What follows belongs to an exercise in optimizing a design on an open flow for small area, a short achievable clock period and few clock cycles per item; a production flow would make more cautious choices. Only simulation tests tie the RTL to the original design; equivalence was not proved.

==> flow/design.v <==
module bf16_classify (
    input  wire [1:0]  sel,    
    input  wire [15:0] a,
    output reg  [15:0] r
);
    wire [7:0] e = a[14:7];
    wire [6:0] m = a[6:0];
    wire is_zero = (e == 8'd0)   && (m == 7'd0);
    wire is_den  = (e == 8'd0)   && (m != 7'd0);
    wire is_inf  = (e == 8'd255) && (m == 7'd0);
    wire is_nan  = (e == 8'd255) && (m != 7'd0);
    reg [2:0] code;
    always @* begin
        if (is_zero)     code = 3'd0;
        else if (is_inf) code = 3'd1;
        else if (is_nan) code = 3'd2;
        else if (is_den) code = 3'd4;
        else             code = 3'd3;
        case (sel)
            2'd0:    r = {15'd0, is_zero};
            2'd1:    r = {15'd0, is_nan};
            2'd2:    r = {15'd0, is_inf};
            default: r = {13'd0, code};
        endcase
    end
endmodule
module bf16_addsub (
    input  wire        sub,
    input  wire [15:0] a,
    input  wire [15:0] b_in,
    output reg  [15:0] r
);
    wire [15:0] b = {b_in[15] ^ sub, b_in[14:0]};
    wire       sa = a[15];
    wire [7:0] ea = a[14:7];
    wire [6:0] ma = a[6:0];
    wire       sb = b[15];
    wire [7:0] eb = b[14:7];
    wire [6:0] mb = b[6:0];
    reg [7:0] siga, sigb;     
    reg [7:0] d;              
    reg [8:0] re;             
    reg [8:0] x;              
    reg       rs;             
    reg [3:0] k;              
    integer   i;
    always @* begin
        siga = (ea != 8'd0) ? {1'b1, ma} : {1'b0, ma};
        sigb = (eb != 8'd0) ? {1'b1, mb} : {1'b0, mb};
        d    = 8'd0;
        re   = 9'd0;
        x    = 9'd0;
        rs   = 1'b0;
        k    = 4'd0;
        r    = 16'h0000;
        if (ea == 8'd255) begin
            if (ma != 7'd0)       r = a;             
            else if (eb == 8'd255) begin
                if (mb != 7'd0)   r = b;             
                else if (sa == sb) r = a;            
                else              r = 16'h7FC0;      
            end else              r = a;             
        end else if (eb == 8'd255) begin
            r = b;                                   
        end else if (ea == 8'd0 && ma == 7'd0) begin
            r = b;                                   
        end else if (eb == 8'd0 && mb == 7'd0) begin
            r = a;                                   
        end else if (ea > eb && (ea - eb) > 8'd8) begin
            r = a;                                   
        end else if (eb > ea && (eb - ea) > 8'd8) begin
            r = b;                                   
        end else begin
            if (ea >= eb) begin
                d    = ea - eb;
                re   = {1'b0, ea};
                sigb = sigb >> d;
            end else begin
                d    = eb - ea;
                re   = {1'b0, eb};
                siga = siga >> d;
            end
            if (sa == sb) begin
                rs = sa;
                x  = {1'b0, siga} + {1'b0, sigb};
                if (x[8]) begin
                    x  = x >> 1;
                    re = re + 9'd1;
                end
                if (re >= 9'd255) r = {rs, 15'h7F80};    
                else              r = {rs, re[7:0], x[6:0]};
            end else begin
                if (siga >= sigb) begin
                    rs = sa;
                    x  = {1'b0, siga - sigb};
                end else begin
                    rs = sb;
                    x  = {1'b0, sigb - siga};
                end
                if (x == 9'd0) begin
                    r = 16'h0000;                        
                end else begin
                    k = 4'd8;
                    for (i = 0; i < 8; i = i + 1)
                        if (x[i]) k = 4'd7 - i[3:0];
                    if (k != 4'd0 && re <= {5'd0, k}) begin
                        r = {rs, 15'd0};                 
                    end else begin
                        x  = x << k;
                        re = re - {5'd0, k};
                        r  = {rs, re[7:0], x[6:0]};
                    end
                end
            end
        end
    end
endmodule
module bf16_mul (
    input  wire [15:0] a,
    input  wire [15:0] b,
    output reg  [15:0] r
);
    wire       sa = a[15];
    wire [7:0] ea = a[14:7];
    wire [6:0] ma = a[6:0];
    wire       sb = b[15];
    wire [7:0] eb = b[14:7];
    wire [6:0] mb = b[6:0];
    wire       rs = sa ^ sb;
    wire a_nan  = (ea == 8'd255) && (ma != 7'd0);
    wire b_nan  = (eb == 8'd255) && (mb != 7'd0);
    wire a_inf  = (ea == 8'd255) && (ma == 7'd0);
    wire b_inf  = (eb == 8'd255) && (mb == 7'd0);
    wire a_zero = (ea == 8'd0)   && (ma == 7'd0);
    wire b_zero = (eb == 8'd0)   && (mb == 7'd0);
    reg  [7:0]  siga, sigb;
    reg  [2:0]  ka, kb;           
    reg  [15:0] p;
    reg  [7:0]  sig;
    reg  signed [10:0] re;
    reg  [7:0]  den;
    integer     i;
    always @* begin
        ka = 3'd0;
        kb = 3'd0;
        for (i = 0; i < 7; i = i + 1) begin
            if (ma[i]) ka = 3'd7 - i[2:0];
            if (mb[i]) kb = 3'd7 - i[2:0];
        end
        if (ea == 8'd0) siga = {1'b0, ma} << ka;
        else            siga = {1'b1, ma};
        if (eb == 8'd0) sigb = {1'b0, mb} << kb;
        else            sigb = {1'b1, mb};
        re = $signed({3'b000, (ea == 8'd0) ? 8'd1 : ea})
           + $signed({3'b000, (eb == 8'd0) ? 8'd1 : eb})
           - 11'sd127
           - $signed({8'd0, (ea == 8'd0) ? ka : 3'd0})
           - $signed({8'd0, (eb == 8'd0) ? kb : 3'd0});
        p = siga * sigb;
        if (p[15]) begin
            sig = p[15:8];
            re  = re + 11'sd1;
        end else begin
            sig = p[14:7];
        end
        den = sig >> (11'sd1 - re);
        if (a_nan)                r = a;
        else if (b_nan)           r = b;
        else if (a_inf)           r = b_zero ? 16'h7FC0 : {rs, 15'h7F80};
        else if (b_inf)           r = a_zero ? 16'h7FC0 : {rs, 15'h7F80};
        else if (a_zero || b_zero) r = {rs, 15'd0};
        else if (re >= 11'sd255)  r = {rs, 15'h7F80};    
        else if (re < -11'sd6)    r = {rs, 15'd0};       
        else if (re <= 11'sd0)    r = {rs, 8'd0, den[6:0]};
        else                      r = {rs, re[7:0], sig[6:0]};
    end
endmodule
module bf16_div (
    input  wire [15:0] a,
    input  wire [15:0] b,
    output reg  [15:0] r
);
    wire       sa = a[15];
    wire [7:0] ea = a[14:7];
    wire [6:0] ma = a[6:0];
    wire       sb = b[15];
    wire [7:0] eb = b[14:7];
    wire [6:0] mb = b[6:0];
    wire       rs = sa ^ sb;
    wire a_nan  = (ea == 8'd255) && (ma != 7'd0);
    wire b_nan  = (eb == 8'd255) && (mb != 7'd0);
    wire a_inf  = (ea == 8'd255) && (ma == 7'd0);
    wire b_inf  = (eb == 8'd255) && (mb == 7'd0);
    wire a_zero = (ea == 8'd0)   && (ma == 7'd0);
    wire b_zero = (eb == 8'd0)   && (mb == 7'd0);
    wire [7:0] siga = (ea != 8'd0) ? {1'b1, ma} : {1'b0, ma};
    wire [7:0] sigb = (eb != 8'd0) ? {1'b1, mb} : {1'b0, mb};
    reg  [22:0] rem;
    reg  [22:0] t;
    reg  [15:0] q;
    reg  [3:0]  k;
    reg  signed [10:0] re;
    integer     i;
    always @* begin
        rem = {siga, 15'd0};
        q   = 16'd0;
        for (i = 0; i < 16; i = i + 1) begin
            t = {15'd0, sigb} << (15 - i);
            if (rem >= t) begin
                rem       = rem - t;
                q[15 - i] = 1'b1;
            end
        end
        re = $signed({3'b000, ea}) - $signed({3'b000, eb}) + 11'sd127
           + ((ea == 8'd0) ? 11'sd1 : 11'sd0)
           - ((eb == 8'd0) ? 11'sd1 : 11'sd0);
        k = 4'd0;
        for (i = 0; i < 16; i = i + 1)
            if (q[i]) k = 4'd15 - i[3:0];
        q  = q << k;
        re = re - $signed({7'd0, k});
        if (a_nan)                 r = a;
        else if (b_nan)            r = b;
        else if (a_inf && b_inf)   r = 16'h7FC0;
        else if (a_zero && b_zero) r = 16'h7FC0;
        else if (a_inf)            r = {rs, 15'h7F80};
        else if (b_inf)            r = {rs, 15'd0};
        else if (b_zero)           r = {rs, 15'h7F80};
        else if (a_zero)           r = {rs, 15'd0};
        else if (re >= 11'sd255)   r = {rs, 15'h7F80};   
        else if (re <= 11'sd0)     r = {rs, 15'd0};      
        else                       r = {rs, re[7:0], q[14:8]};
    end
endmodule
module bf16_alu (
    input  wire        clk,
    input  wire        rst,         
    input  wire        in_valid,
    output wire        in_ready,
    input  wire [2:0]  op,
    input  wire [15:0] a,
    input  wire [15:0] b,
    output reg         out_valid,
    output reg  [15:0] r
);
    assign in_ready = 1'b1;
    reg        req_valid;
    reg [2:0]  req_op;
    reg [15:0] req_a, req_b;
    always @(posedge clk) begin
        if (rst) req_valid <= 1'b0;
        else     req_valid <= in_valid;
        if (in_valid) begin
            req_op <= op;
            req_a  <= a;
            req_b  <= b;
        end
    end
    wire [15:0] r_add, r_mul, r_div, r_cls;
    bf16_addsub u_addsub (.sub(req_op[0]), .a(req_a), .b_in(req_b), .r(r_add));
    bf16_mul    u_mul    (.a(req_a), .b(req_b), .r(r_mul));
    bf16_div    u_div    (.a(req_a), .b(req_b), .r(r_div));
    bf16_classify u_cls  (.sel(req_op[1:0]), .a(req_a), .r(r_cls));
    reg [15:0] result;
    always @* begin
        case (req_op)
            3'b000, 3'b001: result = r_add;
            3'b010:         result = r_mul;
            3'b011:         result = r_div;
            default:        result = r_cls;
        endcase
    end
    always @(posedge clk) begin
        if (rst) out_valid <= 1'b0;
        else     out_valid <= req_valid;
        if (req_valid) r <= result;
    end
endmodule
==> flow/run.sh <==
#!/bin/bash
# synth_recipe.tcl (not shown) runs the flow's synth.tcl, then flattens the netlist and writes it again
# the make line also repeats each setting of config.mk as NAME=value (left out here)
make -C /OpenROAD-flow-scripts/flow DESIGN_CONFIG=/design/flow/config.mk WORK_HOME=/design/flow/orfs CLKGATE_MAP_FILE= SYNTH_SCRIPT=/design/flow/synth_recipe.tcl finish
==> flow/config.mk <==
export PLATFORM = sky130hd
export DESIGN_NAME = bf16_alu
export DESIGN_NICKNAME = bf16_alu
export VERILOG_FILES = /design/flow/design.v
export SDC_FILE = /design/flow/constraint.sdc
export NUM_CORES = 4
export LEC_CHECK = 0
export CAP_MARGIN = 20
export CORE_MARGIN = 2
export CORE_UTILIZATION = 40
export SLEW_MARGIN = 20
==> flow/constraint.sdc <==
create_clock -name core_clock -period 46.0 [get_ports {clk}]
set_input_delay 9.2000 -clock core_clock [delete_from_list [all_inputs] [get_ports {clk}]]
set_output_delay 9.2000 -clock core_clock [all_outputs]
set_load 0.01 [all_outputs]
==> key figures <==
Run status
  – Status: finished clean

Critical path
  – Worst r2r src: req_b[6]$_DFFE_PP_
  – Worst flop-to-flop path endpoint: r[1]$_DFFE_PP_
  – Worst Setup SP: req_b[6]$_DFFE_PP_
  – Worst Path Max Fanout: 19
  – Critical path's largest stage delay: 610 ps
  – Arr. time, crit path: 43160 ps
  – Worst R2R Path Depth: 214
  – Crit end category: flip-flop
  – Setup crit start kind: flip-flop
  – Reg-to-reg setup timing slack: 2990 ps
  – Crit-path slowest cell: edfxtp_1
  – Req. time, crit path: 46140 ps
  – CP Class: reg2reg
  – CP dominant cell by count: a21o_1

Synth
  – Flops & latches, synth: 53
  – Syn Area/Cell: 7.16 µm²
  – Netlist cell types: 123
  – Number of synthesized flops with an enable pin: 51
  – Top FF cell, synth: edfxtp_1
  – Post-synth ARST share: 0
  – Seq/Total Area, Yosys: 0.0706
  – Synth Cell Area: 22300 µm²
  – Post-Synthesis Cells: 3107
  – Ys Warns: 5
  – Synth Net Count: 3423

Final layout
  – Area grow syn2layout: 9.87%
  – Filler cells: 5675
  – Final cell utilization of the core: 0.444
  – Total Nets Final: 3456
  – Footprint of the multi-input gates: 19700 µm²
  – Layout cells sized above 1: 0.0920
  – Final instance area: 24400 µm²
  – Most frequent cells in the layout: nor2_1 (322), nand2_1 (266), a21oi_1 (235)
  – Number of antenna repair diodes: 0
  – Most common cell after layout, fill and taps aside: nor2_1
  – FF+latch area: 1570 µm²

Floorplan
  – Core Footprint: 55100 µm²
  – Initial core utilization: 0.404
  – Die H: 240 µm
  – Die width: 240 µm
  – Die area: 57500 µm²
  – Boundary Pins: 56
  – # rows: 86

Clock network
  – CTS tree: built
  – Clock Latency Late Sink: 320 ps
  – CTS clk-pin slew, worst paths: 80 ps
  – Longest Clk Path Bufs: 2
  – Root Buffer: clkbuf_16
  – Clock Sinks: 53
  – CTS H-tree depth: 2
  – Number of buffers created by CTS: 5

Timing
  – WHS: 898 ps
  – Final Hold Fails: 0
  – Post-Route Setup TNS: 0 ps
  – Slew Limit Fails: 0
  – Final Cycle Share: 0.935
  – FMAX: 23.2 MHz
  – Worst rel slew slack: 0.284
  – Minimum clock period: 43010 ps
  – Worst slew pin tran: 1060 ps
  – Setup violations, final: 0
  – Clock Skew: 9.15 ps

Route
  – Via density: 6.24
  – Iteration-0 DRC Markers: 2032
  – Final WL: 78400 µm
  – ANT nets after route: 0
  – First drt pass iteration count: 8
  – Drc violations: 0
  – DR WL/cell: 20.2 µm
  – Via count: 24276

Worst hold path
  – Tightest Hold Check Type: reg2reg
  – Hold path cells: 0
  – Hold Crit Endpoint: r[14]$_DFFE_PP_
  – Hold Path Origin: req_valid$_SDFF_PP0_

GRT
  – GRT Util Overall: 0.265
  – Largest net degree at the start of global routing: 43
  – Vias in the first global route: 23161
  – First-pass GRT wire length: 125000 µm
  – Overflow left after global routing: 0
  – Initial antenna violation count: 0

Placed design
  – Input/output buffers: 54
  – Area after DPL: 23800 µm²
  – Hpwl dp: 62200 µm
  – Routability congestion estimate: 0.975

Job
  – Max Cap Viol: 0
[through the flow]
stage	std cells	setup slack, ps
floorplan	3107	1080
global placement	3853	1130
detailed placement	3853	-119
CTS	3861	87.9
global route	3889	-142
finish	3889	2990
[state kept, by name, summed over array words and instances (netlist names)]
name,cells
req_b,16
out_valid,1
req_valid,1
req_op,3
req_a,16
r,16
[repair_timing]
item | CTS | global route
endpoints found under the setup margin | 3 | 15
hold buffers | 0 | 0
setup buffers | 0 | 28
pin swaps | 0 | 17
gates resized for setup | 2 | 73
[worst max-delay path, delay by kind of cell, from the launching register on]
kind                       cells  cell delay, ps
and+or+nand+nor               67           11690
muxes                          5            1730
AOI/OAI and AO/OA            111           20600
DFF                            1             610
adders and majority gates     19            6310
buffers and inverters         12            1890
[metal layers]
layer,routed length (µm),track usage,vias up
met5,0,0,-
met4,1920,0.0638,0
met3,4200,0.0233,130
met2,36800,0.451,840
met1,35500,0.360,11649
li1,-,-,11657
[final cells by class]
class,count,share of cell area
tap,748,0.0383
clock buffer,5,0.00512
multi-input combinational,2731,0.807
clock inverter,3,0.00138
sequential,53,0.0643
timing repair buffer,164,0.0557
inverter,185,0.0285
[worst max-delay path by stage]
stage                     end  slack, ps
3_3_place_gp   r[5]$_DFFE_PP_       1130
3_5_place_dp   r[5]$_DFFE_PP_       -120
2_1_floorplan  r[5]$_DFFE_PP_       1080
4_1_cts        r[1]$_DFFE_PP_         90
5_1_grt        r[5]$_DFFE_PP_       -140
6_report       r[1]$_DFFE_PP_       2990
[cells by family after synthesis]
family,Yosys count,share of synthesized area
AND/OR/NAND/NOR,1114,0.250
AO/OA/AOI/OAI,1059,0.326
buffers and inverters,323,0.0570
adder cells (fa/ha/maj),279,0.173
XOR/XNOR,168,0.0675
multiplexers,110,0.0549
flip-flops,53,0.0706
other,1,0.000169
[cells in the mapped netlist (17+ instances only)]
master    number  share of area
a211oi_1      29         0.0098
a21o_1       103          0.035
a21oi_1      240          0.054
a221oi_1      21         0.0083
a31oi_1       31         0.0087
and2_1        36          0.010
and3_1        28         0.0079
and4_1        23         0.0091
clkbuf_1     111          0.019
edfxtp_1      51          0.069
fa_1          49          0.044
ha_1         229           0.13
inv_1        180          0.030
mux2_2        32          0.016
mux2i_1       67          0.030
nand2_1      267          0.045
nand2b_1      51          0.014
nand3_1       79          0.018
nand4_1       40          0.011
nor2_1       329          0.055
nor2b_1       39          0.011
nor3_1        89          0.020
o211ai_1      44          0.015
o21a_1        59          0.020
o21ai_0      186          0.042
o21ai_1       23         0.0052
o22ai_1       29         0.0082
o31a_1        17         0.0067
o31ai_1       44          0.015
or2_2         22         0.0062
or3_1         25         0.0070
xnor2_1      107          0.042
xor2_1        57          0.022
Testbench counts, summed over its fixed seeds: cycles 32,016, items 32,000.

==> port drivers added, routing unchanged <==
The flow's constraints put no driver on any port. The routed layout listed below was extracted and timed again, unchanged, in two steps.
Step 1 sets driving cells, clkbuf_16 on the clock port and buf_2 on the other inputs (assumed; they add their load-dependent delay and slew).
Step 2 also shifts input and output timing later by t, the mid clock arrival at the registers, as if the neighbouring blocks saw the same clock.
Slacks: no drivers / after step 1 / after step 2; pairs: no drivers / after step 1.
t, ns: 0.350
setup slack, ns: 2.987 / 2.987 / 2.987
hold WS [ns]: 0.898 / 0.898 / 0.898
clock arrival spread, ns: 0.012 / 0.012
After both steps setup and hold are still met in this run. The setup slack of this run moves by 0.000 ns with the drivers and by 0.000 ns with both steps.
